This design comes from an exercise in tuning for a short achievable clock period and few clock cycles on the open sky130 flow, not from production work. At most, simulation tests tie the RTL to the original design; equivalence was not proved. No activity file was given, so power comes from the tool's default toggle rates.

Setup of build 50:
==> flow/design.v (excerpt) <==
module vm20_core (
    input  wire        clk,
    input  wire        rst,           
    input  wire [7:0]  exec_start,    
    output reg         mem_req,
    output reg         mem_we,
    output reg  [7:0]  mem_addr,
    output reg  [19:0] mem_wdata,
    input  wire        mem_ready,
    input  wire [19:0] mem_rdata,
    input  wire        in_valid,
    input  wire [7:0]  in_data,
    input  wire        in_eof,
    input  wire        in_err,
    output reg         in_take,
    output reg         out_valid,
    output reg         out_kind,      
    output reg  [19:0] out_data,
    input  wire        out_ready,
    input  wire        out_err,
    output wire [2:0]  status,
    output wire [7:0]  pc,
    output wire [19:0] r0,
    output wire [19:0] r1,
    output wire [19:0] r2,
    output wire [19:0] r3
);
    localparam [2:0] ST_RUNNING = 3'd0, ST_HALTED = 3'd1, ST_EOI = 3'd2,
                     ST_ILLIO   = 3'd3, ST_LIMIT  = 3'd4;
    localparam [3:0] OP_LD = 4'd0,  OP_LDI = 4'd1, OP_ST  = 4'd2,  OP_ADD = 4'd3,
                     OP_SUB = 4'd4, OP_MUL = 4'd5, OP_DIV = 4'd6,  OP_OR  = 4'd7,
                     OP_AND = 4'd8, OP_SHL = 4'd9, OP_SHR = 4'd10, OP_IO  = 4'd11,
                     OP_BR  = 4'd12, OP_BRZ = 4'd13, OP_BRN = 4'd14, OP_BRS = 4'd15;
    localparam [7:0] INSTR_LIMIT = 8'd200;
    localparam [3:0] E_EXEC = 4'd0,    
                     E_MW   = 4'd1,    
                     E_MUL  = 4'd2,    
                     E_DIVN = 4'd3,    
                     E_DIV  = 4'd4,    
                     E_DIVF = 4'd5,    
                     E_OUT  = 4'd6,    
                     E_IN   = 4'd7,    
                     E_INST = 4'd8,    
                     E_STX  = 4'd9,    
                     E_REL  = 4'd10,   
                     E_DONE = 4'd11;   
    localparam NC = 8;                 
    reg [19:0] regs [0:3];
    reg [7:0]  pc_q;         
  ...
==> flow/config.mk <==
export PLATFORM = sky130hd
export DESIGN_NAME = vm20_core
export DESIGN_NICKNAME = vm20_core
export VERILOG_FILES = /design/flow/design.v
export SDC_FILE = /design/flow/constraint.sdc
export NUM_CORES = 4
export LEC_CHECK = 0
export CAP_MARGIN = 20
export CORE_MARGIN = 2
export CORE_UTILIZATION = 40
export SETUP_SLACK_MARGIN = 3.0
export SLEW_MARGIN = 20
export TNS_END_PERCENT = 5
==> flow/constraint.sdc <==
create_clock -name core_clock -period 8.0 [get_ports {clk}]
set_input_delay 1.6000 -clock core_clock [delete_from_list [all_inputs] [get_ports {clk}]]
set_output_delay 1.6000 -clock core_clock [all_outputs]
set_load 0.01 [all_outputs]
run.sh (not shown) runs the stock make flow with config.mk's settings and CLKGATE_MAP_FILE= SYNTH_SCRIPT=/design/flow/synth_recipe.tcl, a recipe that flattens the netlist after the stock synthesis.
What trial 17 does differently from build 50 at the input level:
--- a/flow/design.v
+++ b/flow/design.v
@@ -50,14 +50,15 @@
     reg [7:0]  count;
     reg [2:0]  status_q;
     reg [3:0]  est;
     reg [19:0] ir;
     reg        ir_v;
     reg [19:0] ir_sx;        
     reg        ir_sxv;
+    reg [7:0]  ir_hv;        
     reg        lr_q;         
     reg [19:0] pb;
     reg        pb_v;
     reg        if_v;
     reg [7:0]  fa;           
     reg        c_v   [0:NC-1];
     reg [7:0]  c_tag [0:NC-1];
@@ -107,25 +108,22 @@
     wire ir_go   = ir_ok && (x0 || ir_sxv);
     wire ex      = (est == E_EXEC) && ir_go && !is_nop;
     wire k_memrd = (op == OP_LD) || (op == OP_ADD) || (op == OP_SUB) || (op == OP_MUL) ||
                    (op == OP_DIV) || (op == OP_OR) || (op == OP_AND) ||
                    (op == OP_IO && rf == 2'd2);
     wire k_jpt   = (op == OP_BR && rf[0]) || (op == OP_BRS) || (op == OP_BRZ);
     wire k_jump  = k_jpt || (op == OP_BRN);
-    reg  [NC-1:0] c_hv;
     reg  [19:0]   c_hval;
     integer ci;
     always @(*) begin
         c_hval = 20'd0;
-        for (ci = 0; ci < NC; ci = ci + 1) begin
-            c_hv[ci] = c_v[ci] && (c_tag[ci] == sf);
-            if (c_hv[ci]) c_hval = c_hval | c_val[ci];
-        end
+        for (ci = 0; ci < NC; ci = ci + 1)
+            if (ir_hv[ci]) c_hval = c_hval | c_val[ci];
     end
-    wire c_hit = x0 && (|c_hv);
+    wire c_hit = x0 && (|ir_hv);
     reg j_taken;
     always @(*) begin
         case (op)
             OP_BRZ:  j_taken = rzf && jump_ok;
             OP_BRN:  j_taken = rval[19] && jump_ok;
             OP_BR:   j_taken = jump_ok;
             default: j_taken = jump_ok;
@@ -360,14 +358,27 @@
     wire        c_wr   = (e_we && mem_ready) || from_mem;
     wire [7:0]  c_wtag = e_we ? e_addr : oa;
     wire [19:0] c_wval = from_mem ? mem_rdata : mem_wdata;
     reg  [NC-1:0] c_whv;
     always @(*)
         for (ci = 0; ci < NC; ci = ci + 1)
             c_whv[ci] = c_v[ci] && (c_tag[ci] == c_wtag);
+    wire        c_alloc = c_wr && !(|c_whv);
+    function [NC-1:0] calc_hv;
+        input [7:0] a;
+        integer k;
+        begin
+            for (k = 0; k < NC; k = k + 1)
+                calc_hv[k] = (c_alloc && c_ptr == k) ? (c_wtag == a)
+                                                     : (c_v[k] && c_tag[k] == a);
+        end
+    endfunction
+    wire [NC-1:0] hv_of_ir  = calc_hv(ir[7:0]);
+    wire [NC-1:0] hv_of_pb  = calc_hv(pb[7:0]);
+    wire [NC-1:0] hv_of_mem = calc_hv(mem_rdata[7:0]);
     always @(posedge clk) begin
         if (rst) begin
             regs[0]  <= 20'd0;
             regs[1]  <= 20'd0;
             regs[2]  <= 20'd0;
             regs[3]  <= 20'd0;
             pc_q     <= exec_start;
@@ -399,27 +410,30 @@
                 fa <= aw[7:0];
             if (flush) begin
                 ir_v <= 1'b0;
                 pb_v <= 1'b0;
             end else if (e_done || !ir_ok) begin
                 if (pb_v) begin
                     ir_sx  <= sx_of_pb;
+                    ir_hv  <= hv_of_pb;
                     ir_sxv <= sx_fresh(pb);
                     ir    <= pb;
                     ir_v  <= 1'b1;
                     pb    <= mem_rdata;
                     pb_v  <= if_v;
                 end else begin
                     ir_sx  <= sx_of_mem;
+                    ir_hv  <= hv_of_mem;
                     ir_sxv <= sx_fresh(mem_rdata);
                     ir    <= mem_rdata;
                     ir_v  <= if_v;
                 end
             end else begin
                 ir_sx  <= sx_of_ir;
+                ir_hv  <= hv_of_ir;
                 ir_sxv <= sx_fresh(ir);
                 if (if_v) begin
                     pb    <= mem_rdata;
                     pb_v  <= 1'b1;
                 end
             end
             if (c_wr) begin
==> run notes <==
Result: PASS for each of build 50 and trial 17. Count of clock-buffer cells in the layout: trial 17 < build 50. Run comparison: trial 17 highest-delay cell along the critical path sky130_fd_sc_hd__a21oi_1; build 50 highest-delay cell along the critical path sky130_fd_sc_hd__or4_4. Number of cells traversed by the worst hold path for trial 17 is higher than for build 50. When trial 17 is measured against build 50, its worst hold margin turns out 0.040 ns higher. From build 50 to trial 17 the numbers moved as follows: flip-flop and latch count +1.4%; count of multi-input combinational gates went up by 7.2%; setup slack after placement went up. Build 50 and trial 17 ended up with nearly the same remaining global-route overflow. Summary of trial 17 over build 50: unique cell type count in the Yosys netlist dropped 7.3%; actual slew at the worst max-slew pin dropped 0.065 ns; power share of the combinational group dropped 22 points; cell area climbed 970 µm².
Testbench counts of trial 17, summed over its fixed seeds: cycles 71,603.
No functional check of the RTL was part of build 50.

## port drivers added, routing unchanged
How much do the figures lean on ideal ports? The routed layouts below were timed once more, with nothing changed but the port constraints. Step 1: set_driving_cell puts a clkbuf_16 on clk and a buf_2 on each other input, an assumption about the parent block. Step 2 also shifts input and output timing later by t, the mid clock arrival at the registers, as if the neighbouring blocks saw the same clock. Three values: ideal, step 1, step 2; two values: the first two.
| run | shift t [ns] | slack for setup (ns) | cell pins on the clock port's net |
|---|---|---|---|
| build 50 | 0.743 | 2.339 / 2.285 / 1.815 | 1 |
| trial 17 | 0.757 | 2.787 / 2.724 / 2.108 | 1 |
After both steps setup and hold are still met in every run listed. For trial 17, which loses most, drivers alone change the setup slack by -0.063 ns; drivers and shift together by -0.679 ns.
